This design comes from an exercise in tuning for a short achievable clock period on the open sky130 flow, not from production work. In this exercise RTL edits were held to simulation tests only and were not proved equivalent to the original. Power is estimated from default activity; no workload was simulated.

### config.mk
export PLATFORM = sky130hd
export DESIGN_NAME = ts0710_codec
export DESIGN_NICKNAME = ts0710_codec
export VERILOG_FILES = /design/flow/design.v
export SDC_FILE = /design/flow/constraint.sdc
export NUM_CORES = 4
export LEC_CHECK = 0
export CAP_MARGIN = 20
export CORE_MARGIN = 2
export CORE_UTILIZATION = 40
export SLEW_MARGIN = 20
### design.v
module ts0710_crc_step (
    input  wire [7:0] crc_in,
    input  wire [7:0] data,
    output reg  [7:0] crc_out
);
    integer k;
    always @* begin
        crc_out = crc_in ^ data;
        for (k = 0; k < 8; k = k + 1) begin
            if (crc_out[0])
                crc_out = (crc_out >> 1) ^ 8'hE0;
            else
                crc_out = crc_out >> 1;
        end
    end
endmodule
module ts0710_rx #(
    parameter [15:0] ACC_CAP = 16'd32774
) (
    input  wire        clk,
    input  wire        rst,
    input  wire        compat,      
    input  wire        flush,       
    input  wire        rx_valid,
    input  wire [7:0]  rx_data,
    output reg         code_valid,
    output reg  [3:0]  code,
    output reg  [7:0]  frm_addr,
    output reg  [7:0]  frm_ctrl,
    output reg  [15:0] frm_len,
    output reg  [7:0]  frm_fcs,
    output reg         pay_valid,
    output reg  [7:0]  pay_data,
    output reg         in_frame,
    output reg  [15:0] acc_len
);
    localparam [7:0] FLAG = 8'hF9;
    localparam [3:0] C_DROPPED      = 4'd0,
                     C_STARTED      = 4'd1,
                     C_APPENDED     = 4'd2,
                     C_COLLAPSED    = 4'd3,
                     C_FRAME_OK     = 4'd4,
                     C_FRAME_BAD    = 4'd5,
                     C_FRAME_CSUM   = 4'd6,
                     C_OVF_DROPPED  = 4'd7,
                     C_OVF_RESTART  = 4'd8;
    reg  [7:0]  addr_r;
    reg  [7:0]  ctrl_r;
    reg  [7:0]  len0_r;      
    reg  [14:0] len_r;       
    reg         long_r;      
    reg  [7:0]  crc_r;       
    reg  [7:0]  prev1;       
    reg  [7:0]  prev2;       
    wire [7:0] crc_next;
    ts0710_crc_step u_crc (.crc_in(crc_r), .data(rx_data), .crc_out(crc_next));
    wire        cur_in_frame = in_frame & ~flush;
    wire [15:0] idx          = flush ? 16'd0 : acc_len;    
    wire        is_flag  = (rx_data == FLAG);
    wire        overflow = cur_in_frame && (idx == ACC_CAP);
    wire        idle     = !cur_in_frame || overflow;
    wire [1:0]  hlen     = long_r ? 2'd2 : 2'd1;
    wire        ctrl_uih = ((ctrl_r & 8'hEF) == 8'hEF);
    wire        ctrl_ua  = ((ctrl_r & 8'hEF) == 8'h63);
    wire        quirk_len = (len0_r == 8'hFF);
    wire [16:0] hdr_end = 17'd2 + {15'd0, hlen};
    wire [16:0] pay_end = hdr_end + {2'd0, len_r};
    wire [16:0] last_idx = pay_end + 17'd2;
    wire [16:0] idx17 = {1'b0, idx};
    wire covered = (idx <= 16'd3) || (idx17 <= hdr_end) ||
                   (!ctrl_uih && (idx17 <= pay_end));
    wire complete  = is_flag && (idx >= 16'd5) && (idx17 >= last_idx);
    wire exact     = (idx17 == last_idx);
    wire quirk     = compat && quirk_len;
    wire fcs_ok    = (compat && ctrl_ua) || ((~crc_r) == prev1);
    wire std_payload = !quirk_len && (idx >= 16'd4) &&
                       (idx17 > hdr_end) && (idx17 <= pay_end);
    wire qrk_payload = quirk_len && (idx >= 16'd6);
    always @(posedge clk) begin
        if (rst) begin
            code_valid <= 1'b0;
            code       <= 4'd0;
            frm_addr   <= 8'd0;
            frm_ctrl   <= 8'd0;
            frm_len    <= 16'd0;
            frm_fcs    <= 8'd0;
            pay_valid  <= 1'b0;
            pay_data   <= 8'd0;
            in_frame   <= 1'b0;
            acc_len    <= 16'd0;
            addr_r     <= 8'd0;
            ctrl_r     <= 8'd0;
            len0_r     <= 8'd0;
            len_r      <= 15'd0;
            long_r     <= 1'b0;
            crc_r      <= 8'hFF;
            prev1      <= 8'd0;
            prev2      <= 8'd0;
        end else begin
            code_valid <= 1'b0;
            pay_valid  <= 1'b0;
            if (flush) begin
                in_frame <= 1'b0;
                acc_len  <= 16'd0;
            end
            if (rx_valid) begin
                code_valid <= 1'b1;
                if (idle) begin
                    if (is_flag) begin
                        in_frame <= 1'b1;
                        acc_len  <= 16'd1;
                        crc_r    <= 8'hFF;
                        long_r   <= 1'b0;
                        len_r    <= 15'd0;
                        len0_r   <= 8'd0;
                        code     <= overflow ? C_OVF_RESTART : C_STARTED;
                    end else begin
                        in_frame <= 1'b0;
                        acc_len  <= 16'd0;
                        code     <= overflow ? C_OVF_DROPPED : C_DROPPED;
                    end
                end else if (is_flag && idx == 16'd1) begin
                    code <= C_COLLAPSED;
                end else begin
                    acc_len <= idx + 16'd1;
                    prev1   <= rx_data;
                    prev2   <= prev1;
                    case (idx)
                        16'd1: addr_r <= rx_data;
                        16'd2: ctrl_r <= rx_data;
                        16'd3: begin
                            len0_r <= rx_data;
                            long_r <= ~rx_data[0];
                            len_r  <= {8'd0, rx_data[7:1]};
                        end
                        16'd4: if (long_r) len_r <= {rx_data, len0_r[7:1]};
                        default: ;
                    endcase
                    if (covered)
                        crc_r <= crc_next;
                    if (std_payload) begin
                        pay_valid <= 1'b1;
                        pay_data  <= rx_data;
                    end else if (qrk_payload) begin
                        pay_valid <= 1'b1;
                        pay_data  <= prev2;
                    end
                    if (complete) begin
                        in_frame <= 1'b0;
                        acc_len  <= 16'd0;
                        frm_addr <= addr_r;
                        frm_ctrl <= ctrl_r;
                        frm_fcs  <= prev1;
                        frm_len  <= quirk ? (idx - 16'd5) : {1'b0, len_r};
                        if (quirk)
                            code <= C_FRAME_OK;
                        else if (!exact)
                            code <= C_FRAME_BAD;
                        else if (fcs_ok)
                            code <= C_FRAME_OK;
                        else
                            code <= C_FRAME_CSUM;
                    end else begin
                        code <= C_APPENDED;
                    end
                end
            end
        end
    end
endmodule
module ts0710_tx (
    input  wire        clk,
    input  wire        rst,
    input  wire        tx_start,
    input  wire [7:0]  tx_addr,
    input  wire [7:0]  tx_ctrl,
    input  wire [15:0] tx_len,
    output wire        tx_ready,
    input  wire        tx_pl_valid,
    input  wire [7:0]  tx_pl_data,
    output wire        tx_pl_ready,
    output reg         tx_valid,
    output reg  [7:0]  tx_data,
    output reg         len_err      
);
    localparam [7:0] FLAG = 8'hF9;
    localparam [2:0] S_IDLE  = 3'd0,
                     S_ADDR  = 3'd1,
                     S_CTRL  = 3'd2,
                     S_LEN0  = 3'd3,
                     S_LEN1  = 3'd4,
                     S_PAY   = 3'd5,
                     S_FCS   = 3'd6,
                     S_CLOSE = 3'd7;
    reg [2:0]  state;
    reg [7:0]  addr_r;
    reg [7:0]  ctrl_r;
    reg [14:0] len_r;
    reg [14:0] cnt;         
    reg [7:0]  crc_r;
    wire       ctrl_uih = ((ctrl_r & 8'hEF) == 8'hEF);
    wire       short_len = (len_r <= 15'd127);
    wire [7:0] len_b0 = short_len ? {len_r[6:0], 1'b1} : {len_r[6:0], 1'b0};
    wire [7:0] len_b1 = len_r[14:7];
    assign tx_ready    = (state == S_IDLE);
    assign tx_pl_ready = (state == S_PAY);
    reg  [7:0] out_byte;
    reg        out_en;
    reg        out_cov;
    always @* begin
        out_byte = 8'd0;
        out_en   = 1'b0;
        out_cov  = 1'b0;
        case (state)
            S_ADDR:  begin out_byte = addr_r; out_en = 1'b1; out_cov = 1'b1; end
            S_CTRL:  begin out_byte = ctrl_r; out_en = 1'b1; out_cov = 1'b1; end
            S_LEN0:  begin out_byte = len_b0; out_en = 1'b1; out_cov = 1'b1; end
            S_LEN1:  begin out_byte = len_b1; out_en = 1'b1; out_cov = 1'b1; end
            S_PAY:   begin out_byte = tx_pl_data; out_en = tx_pl_valid; out_cov = !ctrl_uih; end
            S_FCS:   begin out_byte = ~crc_r; out_en = 1'b1; end
            S_CLOSE: begin out_byte = FLAG; out_en = 1'b1; end
            default: ;
        endcase
    end
    wire [7:0] crc_next;
    ts0710_crc_step u_crc (.crc_in(crc_r), .data(out_byte), .crc_out(crc_next));
    always @(posedge clk) begin
        if (rst) begin
            state    <= S_IDLE;
            addr_r   <= 8'd0;
            ctrl_r   <= 8'd0;
            len_r    <= 15'd0;
            cnt      <= 15'd0;
            crc_r    <= 8'hFF;
            tx_valid <= 1'b0;
            tx_data  <= 8'd0;
            len_err  <= 1'b0;
        end else begin
            tx_valid <= out_en;
            tx_data  <= out_byte;
            len_err  <= 1'b0;
            if (out_en && out_cov)
                crc_r <= crc_next;
            case (state)
                S_IDLE: begin
                    if (tx_start) begin
                        if (tx_len > 16'd32767) begin
                            len_err <= 1'b1;
                        end else begin
                            addr_r   <= tx_addr | 8'h01;
                            ctrl_r   <= tx_ctrl;
                            len_r    <= tx_len[14:0];
                            cnt      <= 15'd0;
                            crc_r    <= 8'hFF;
                            tx_valid <= 1'b1;
                            tx_data  <= FLAG;
                            state    <= S_ADDR;
                        end
                    end
                end
                S_ADDR: state <= S_CTRL;
                S_CTRL: state <= S_LEN0;
                S_LEN0: state <= short_len ? ((len_r == 15'd0) ? S_FCS : S_PAY) : S_LEN1;
                S_LEN1: state <= S_PAY;
                S_PAY: begin
                    if (tx_pl_valid) begin
                        cnt <= cnt + 15'd1;
                        if (cnt + 15'd1 == len_r)
                            state <= S_FCS;
                    end
                end
                S_FCS:   state <= S_CLOSE;
                S_CLOSE: state <= S_IDLE;
                default: state <= S_IDLE;
            endcase
        end
    end
endmodule
module ts0710_codec (
    input  wire        clk,
    input  wire        rst,           
    input  wire        compat,        
    input  wire        stat_clr,      
    input  wire        rx_valid,
    input  wire [7:0]  rx_data,
    input  wire        rx_flush,      
    output wire        rx_code_valid,
    output wire [3:0]  rx_code,
    output wire [7:0]  frm_addr,
    output wire [7:0]  frm_ctrl,
    output wire [15:0] frm_len,
    output wire [7:0]  frm_fcs,
    output wire        pay_valid,
    output wire [7:0]  pay_data,
    output wire        in_frame,
    output wire [15:0] acc_len,
    input  wire        tx_start,
    input  wire [7:0]  tx_addr,
    input  wire [7:0]  tx_ctrl,
    input  wire [15:0] tx_len,
    output wire        tx_ready,
    input  wire        tx_pl_valid,
    input  wire [7:0]  tx_pl_data,
    output wire        tx_pl_ready,
    output wire        tx_valid,
    output wire [7:0]  tx_data,
    output reg  [31:0] cnt_ok,
    output reg  [31:0] cnt_framing,
    output reg  [31:0] cnt_checksum,
    output reg  [31:0] cnt_overflow,
    output reg  [3:0]  err_flags      
);
    wire tx_len_err;
    ts0710_rx u_rx (
        .clk        (clk),
        .rst        (rst),
        .compat     (compat),
        .flush      (rx_flush),
        .rx_valid   (rx_valid),
        .rx_data    (rx_data),
        .code_valid (rx_code_valid),
        .code       (rx_code),
        .frm_addr   (frm_addr),
        .frm_ctrl   (frm_ctrl),
        .frm_len    (frm_len),
        .frm_fcs    (frm_fcs),
        .pay_valid  (pay_valid),
        .pay_data   (pay_data),
        .in_frame   (in_frame),
        .acc_len    (acc_len)
    );
    ts0710_tx u_tx (
        .clk         (clk),
        .rst         (rst),
        .tx_start    (tx_start),
        .tx_addr     (tx_addr),
        .tx_ctrl     (tx_ctrl),
        .tx_len      (tx_len),
        .tx_ready    (tx_ready),
        .tx_pl_valid (tx_pl_valid),
        .tx_pl_data  (tx_pl_data),
        .tx_pl_ready (tx_pl_ready),
        .tx_valid    (tx_valid),
        .tx_data     (tx_data),
        .len_err     (tx_len_err)
    );
    wire ev_ok   = rx_code_valid && (rx_code == 4'd4);
    wire ev_bad  = rx_code_valid && (rx_code == 4'd5);
    wire ev_csum = rx_code_valid && (rx_code == 4'd6);
    wire ev_ovf  = rx_code_valid && ((rx_code == 4'd7) || (rx_code == 4'd8));
    reg clr_d;
    always @(posedge clk) begin
        if (rst) clr_d <= 1'b0;
        else     clr_d <= stat_clr;
    end
    wire [31:0] ok_base   = clr_d ? 32'd0 : cnt_ok;
    wire [31:0] bad_base  = clr_d ? 32'd0 : cnt_framing;
    wire [31:0] csum_base = clr_d ? 32'd0 : cnt_checksum;
    wire [31:0] ovf_base  = clr_d ? 32'd0 : cnt_overflow;
    wire [3:0]  err_base  = clr_d ? 4'd0  : err_flags;
    always @(posedge clk) begin
        if (rst) begin
            cnt_ok       <= 32'd0;
            cnt_framing  <= 32'd0;
            cnt_checksum <= 32'd0;
            cnt_overflow <= 32'd0;
            err_flags    <= 4'd0;
        end else begin
            cnt_ok       <= ok_base   + {31'd0, ev_ok};
            cnt_framing  <= bad_base  + {31'd0, ev_bad};
            cnt_checksum <= csum_base + {31'd0, ev_csum};
            cnt_overflow <= ovf_base  + {31'd0, ev_ovf};
            err_flags    <= err_base  | {tx_len_err, ev_ovf, ev_csum, ev_bad};
        end
    end
endmodule
### constraint.sdc
create_clock -name core_clock -period 5.5 [get_ports {clk}]
set_input_delay 1.1000 -clock core_clock [delete_from_list [all_inputs] [get_ports {clk}]]
set_output_delay 1.1000 -clock core_clock [all_outputs]
set_load 0.01 [all_outputs]
### run.sh
#!/bin/bash
# synth_recipe.tcl (not shown) runs the flow's synth.tcl, then flattens the netlist and writes it again
# the make line also repeats each setting of config.mk as NAME=value (left out here)
make -C /OpenROAD-flow-scripts/flow DESIGN_CONFIG=/design/flow/config.mk WORK_HOME=/design/flow/orfs CLKGATE_MAP_FILE= SYNTH_SCRIPT=/design/flow/synth_recipe.tcl finish
==> impl_table.tex <==
\begin{tabular}{lr}
\hline
Metric & Value \\
\hline
\multicolumn{2}{l}{\textbf{Run status}} \\
\quad Run status & finished clean \\
\multicolumn{2}{l}{\textbf{Clocking}} \\
\quad CTS H-Tree Depth & 2 \\
\quad Worst-path clk slew & 60 ps \\
\quad Number of resized instances in the post-cts repair step & 0 \\
\quad Worst-case clock buffer depth & 3 \\
\quad Number of buffers inserted to repair setup after CTS & 0 \\
\quad Clock root cell & sky130\_fd\_sc\_hd\_\_clkbuf\_16 \\
\quad Hold buffer count at CTS & 0 \\
\quad Number of buffers created by CTS & 40 \\
\quad Clock Latency Late Sink & 560 ps \\
\quad Clock tree from TritonCTS & built \\
\quad Clock sink total & 335 \\
\multicolumn{2}{l}{\textbf{Pwr}} \\
\quad Leakage & 7.740 nW \\
\quad Pwr per Cell Area & 265.7 nW/um2 \\
\quad Worst ir drop on vdd & 0.2222 mV \\
\multicolumn{2}{l}{\textbf{Global route}} \\
\quad Grt ovf & 0 \\
\quad Global-route wire length before repair & 82160 um \\
\quad Overall track demand over capacity in global routing & 0.2307 \\
\quad Number of global-route vias before repair & 15.01k \\
\quad Antenna violations before repair & 0 \\
\quad Maximum number of pins on one net before global-route repair & 83 \\
\multicolumn{2}{l}{\textbf{Detailed routing}} \\
\quad Post-DRT Antenna Nets & 0 \\
\quad Number of detailed-routing iterations run before antenna repair & 5 \\
\quad Final wirelength & 52550 um \\
\quad Via density per instance & 5.433 \\
\quad Remaining DRCs & 0 \\
\quad Routed vias & 15.67k \\
\quad Count of routing violations after the opening detailed-route iteration & 949 \\
\quad Routed wire length per instance & 18.22 um \\
\multicolumn{2}{l}{\textbf{Synthesis}} \\
\quad Synthesized Nets & 2183 \\
\quad Synthesized instance count & 2073 \\
\quad Asr flop ratio synth & 0 \\
\quad Register bit total from synthesis & 335 \\
\quad Unique masters post-synth & 84 \\
\quad Cell accounting for the most synthesized area & sky130\_fd\_sc\_hd\_\_dfxtp\_1 \\
\quad Avg Cell Area, Syn & 8.317 um2 \\
\quad Area share of the largest cell type after synthesis & 0.3890 \\
\quad Most common cell in the synthesized netlist & sky130\_fd\_sc\_hd\_\_dfxtp\_1 \\
\quad Most instantiated cells after synthesis & sky130\_fd\_sc\_hd\_\_dfxtp\_1 (335), sky130\_fd\_sc\_hd\_\_nand2\_1 (246), sky130\_fd\_sc\_hd\_\_nor2\_1 (243), sky130\_fd\_sc\_hd\_\_a21oi\_1 (144), sky130\_fd\_sc\_hd\_\_xnor2\_1 (112) \\
\quad Number of synthesized flops with an enable pin & 0 \\
\quad Syn Std Cell Area & 17240 um2 \\
\quad Seq/Total Area, Yosys & 0.3890 \\
\quad Prevailing post-synth register cell & sky130\_fd\_sc\_hd\_\_dfxtp\_1 \\
\quad Number of warnings issued by yosys & 4 \\
\quad Cell types occupying the most area after synthesis & sky130\_fd\_sc\_hd\_\_dfxtp\_1 (39\%), sky130\_fd\_sc\_hd\_\_xnor2\_1 (5.7\%), sky130\_fd\_sc\_hd\_\_nand2\_1 (5.4\%), sky130\_fd\_sc\_hd\_\_nor2\_1 (5.3\%), sky130\_fd\_sc\_hd\_\_a21oi\_1 (4.2\%) \\
\multicolumn{2}{l}{\textbf{Worst setup path}} \\
\quad Crit Reg-Reg Endpoint & u\_rx.frm\_addr[7] \\
\quad CP endpoint kind & flop \\
\quad Master of the slowest instance on the critical path & sky130\_fd\_sc\_hd\_\_or3\_1 \\
\quad Start of the worst register-to-register path & u\_rx.long\_r \\
\quad Depth of the worst register-to-register path & 21 \\
\quad Critical path peak fanout & 29 \\
\quad Register-to-register setup slack & 530 ps \\
\quad Stage delay of the slowest cell on the critical path & 470 ps \\
\quad Kind of critical path & reg -> reg \\
\quad Arrival time of the worst setup path & 5380 ps \\
\quad Critical path, cell by cell & inv\_2 -> ha\_1 -> inv\_1 -> fa\_1 -> nand2b\_1 -> a21oi\_1 -> nand2\_1 -> xor2\_1 -> or3\_1 -> nor3\_4 -> nand3\_1 -> xnor2\_1 -> ha\_1 -> nand4\_1 -> nor4\_2 -> a2111oi\_0 -> buf\_4 -> a211oi\_4 -> buf\_12 -> mux2i\_1 -> nor2\_1 \\
\quad Req. time, crit path & 5910 ps \\
\quad Nature of the critical path startpoint & flop \\
\quad Dominant cell type by count on the critical path & sky130\_fd\_sc\_hd\_\_ha\_1 \\
\multicolumn{2}{l}{\textbf{Timing}} \\
\quad \# setup viols final & 0 \\
\quad Final setup TNS & 0 ps \\
\quad Transition at the pin with the smallest max-transition slack & 952.9 ps \\
\quad Count of final hold-check violations & 0 \\
\quad Peak clock frequency supported by timing & 201.4 MHz \\
\quad Clock period minus final worst setup slack & 4966 ps \\
\quad Setup repair after global routing missed its margin & no \\
\quad Final Cycle Share & 0.9030 \\
\quad Hold\_ws & 438.7 ps \\
\quad Number of max-slew violations in the final report & 0 \\
\quad Worst-case clock skew & 18.74 ps \\
\quad Worst slew slack as a fraction of its limit & 0.3598 \\
\multicolumn{2}{l}{\textbf{Floorplan}} \\
\quad Die outline area & 44780 um2 \\
\quad Num ports & 270 \\
\quad Starting utilization of the core area & 0.4029 \\
\quad Placement Rows & 76 \\
\quad Width of the die & 211.6 um \\
\quad Core footprint & 42790 um2 \\
\quad Die height & 211.6 um \\
\multicolumn{2}{l}{\textbf{Place}} \\
\quad Hpwl dp & 37690 um \\
\quad RD Place Congestion & 0.9557 \\
\quad Count of buffers inserted at the top-level ports & 268 \\
\multicolumn{2}{l}{\textbf{Final layout}} \\
\quad Ant diodes & 0 \\
\quad Area growth from synthesis to layout & 26.55\% \\
\quad Fraction of layout instances using a drive strength above 1 & 0.06672 \\
\quad \# nets final & 2420 \\
\multicolumn{2}{l}{\textbf{Hold path}} \\
\quad Hold Crit Class & reg -> reg \\
\quad Hold\_sp & u\_tx.len\_err \\
\quad Number of cells traversed by the worst hold path & 2 \\
\quad Endpoint, Worst Hold & err\_flags[3] \\
\multicolumn{2}{l}{\textbf{Flow run}} \\
\quad Max cap viols & 0 \\
\hline
\end{tabular}
## critical path, delay by kind of cell, from the launching register on
kind                       cells  cell delay (ps)
and+or+nand+nor                8             1680
adders and majority gates      3              880
buffers and inverters          4              640
AOI/OAI and AO/OA              3              630
DFF                            1              360
xor gates and xnor gates       2              350
muxes                          1              230
## stage by stage
step	worst slack (ps)	instance area (um2)	total power, mW	cells	utilization
2_1_floorplan	539.8	17240	2.916	2073	-
3_3_place_gp	411.3	20430	3.081	2814	0.4775
3_5_place_dp	194.3	20430	3.089	2814	0.4775
4_1_cts	161.5	21790	5.861	2884	0.5093
5_1_grt	70.10	21820	6.023	2884	0.5099
6_report	533.6	21820	5.797	2884	0.5099
## registers in the layout, summed over array words and instances (netlist names), 8 cells and up
name	flops
cnt_overflow	32
u_tx.ctrl_r	8
u_rx.acc_len	16
u_rx.len_r	15
u_rx.addr_r	8
u_rx.crc_r	8
u_rx.frm_fcs	8
u_rx.frm_len	16
u_rx.frm_ctrl	8
u_tx.cnt	15
u_tx.tx_data	8
cnt_ok	32
u_rx.prev1	8
u_rx.prev2	8
u_rx.ctrl_r	8
cnt_framing	32
u_rx.frm_addr	8
u_tx.crc_r	8
u_rx.len0_r	8
u_tx.addr_r	8
u_tx.len_r	15
u_rx.pay_data	8
cnt_checksum	32
## how the worst max path moves through the flow
stage,from,end,slack (ps),depth (start not counted)
detailed placement,u_rx.long_r,u_rx.acc_len[14],190,21
CTS,u_rx.long_r,u_rx.acc_len[14],160,21
floorplan,u_rx.long_r,u_rx.code[1],540,20
finish,u_rx.long_r,u_rx.frm_addr[7],530,21
global placement,u_rx.long_r,u_rx.acc_len[7],410,22
global route,u_rx.long_r,u_rx.acc_len[14],70,20
## per-layer routing
metal | wire (um) | part of all wire | GRT usage
met5 | 0 | 0 | 0
met4 | 1384 | 0.026 | 0.07067
met3 | 3441 | 0.065 | 0.05326
met2 | 23290 | 0.44 | 0.3648
met1 | 24430 | 0.46 | 0.3123
## cells by family after synthesis
| group | synth area share |
|---|---|
| and+or+nand+nor | 0.2640 |
| AOI/OAI and AO/OA | 0.1341 |
| DFF | 0.3890 |
| xor gates and xnor gates | 0.09986 |
| buffers and inverters | 0.03396 |
| muxes | 0.03948 |
| adders and majority gates | 0.03963 |
## layout make-up
class | count | area (um2)
fill | 4080 | 20970
inverter | 32 | 120.1
clock inverter | 15 | 212.7
tap | 546 | 683.2
sequential | 335 | 6708
clock buffer | 55 | 1149
timing repair buffer | 304 | 2969
multi-input combinational | 1597 | 9976
## layout by cell type (no fill, tap or decap), types with 37 or more instances in the layout
cell / count
sky130_fd_sc_hd__a21oi_1: 144
sky130_fd_sc_hd__clkbuf_16: 41
sky130_fd_sc_hd__clkdlybuf4s50_1: 267
sky130_fd_sc_hd__dfxtp_1: 334
sky130_fd_sc_hd__ha_1: 53
sky130_fd_sc_hd__mux2i_1: 50
sky130_fd_sc_hd__nand2_1: 245
sky130_fd_sc_hd__nand3_1: 90
sky130_fd_sc_hd__nand4_1: 46
sky130_fd_sc_hd__nor2_1: 241
sky130_fd_sc_hd__nor2b_1: 65
sky130_fd_sc_hd__nor3_1: 40
sky130_fd_sc_hd__o21ai_0: 77
sky130_fd_sc_hd__or3_1: 37
sky130_fd_sc_hd__xnor2_1: 112
sky130_fd_sc_hd__xor2_1: 82
## power breakdown
part	internal (mW)	switching [mW]	total, mW
combinational	0.217	0.290	0.507
clock	1.69	1.07	2.76
sequential	2.47	0.0581	2.53

-- separate check: timing with driven ports --
No port has a modelled driver above. Below, the same layout with a new extraction and two added sets of constraints. Step 1, drivers: a clkbuf_16 drives clk and a buf_2 each remaining input, both assumed. Step 2 times the ports against the registers' clock, not the clock port: input delays grow and output delays shrink by t, the midpoint of the rising clock arrivals with the driver on. Slacks: no drivers / after step 1 / after step 2; pairs: no drivers / after step 1.
t (ns): 0.609
setup WS [ns]: 0.534 / 0.534 / 0.534
worst hold slack (ns): 0.439 / 0.439 / 0.439
worst slew at a driven data input, ns: 0.08
pins driven straight from the clock port: 1
After both steps setup and hold are still met in this run. The setup slack of this run moves by 0.000 ns with the drivers and by 0.000 ns with both steps.
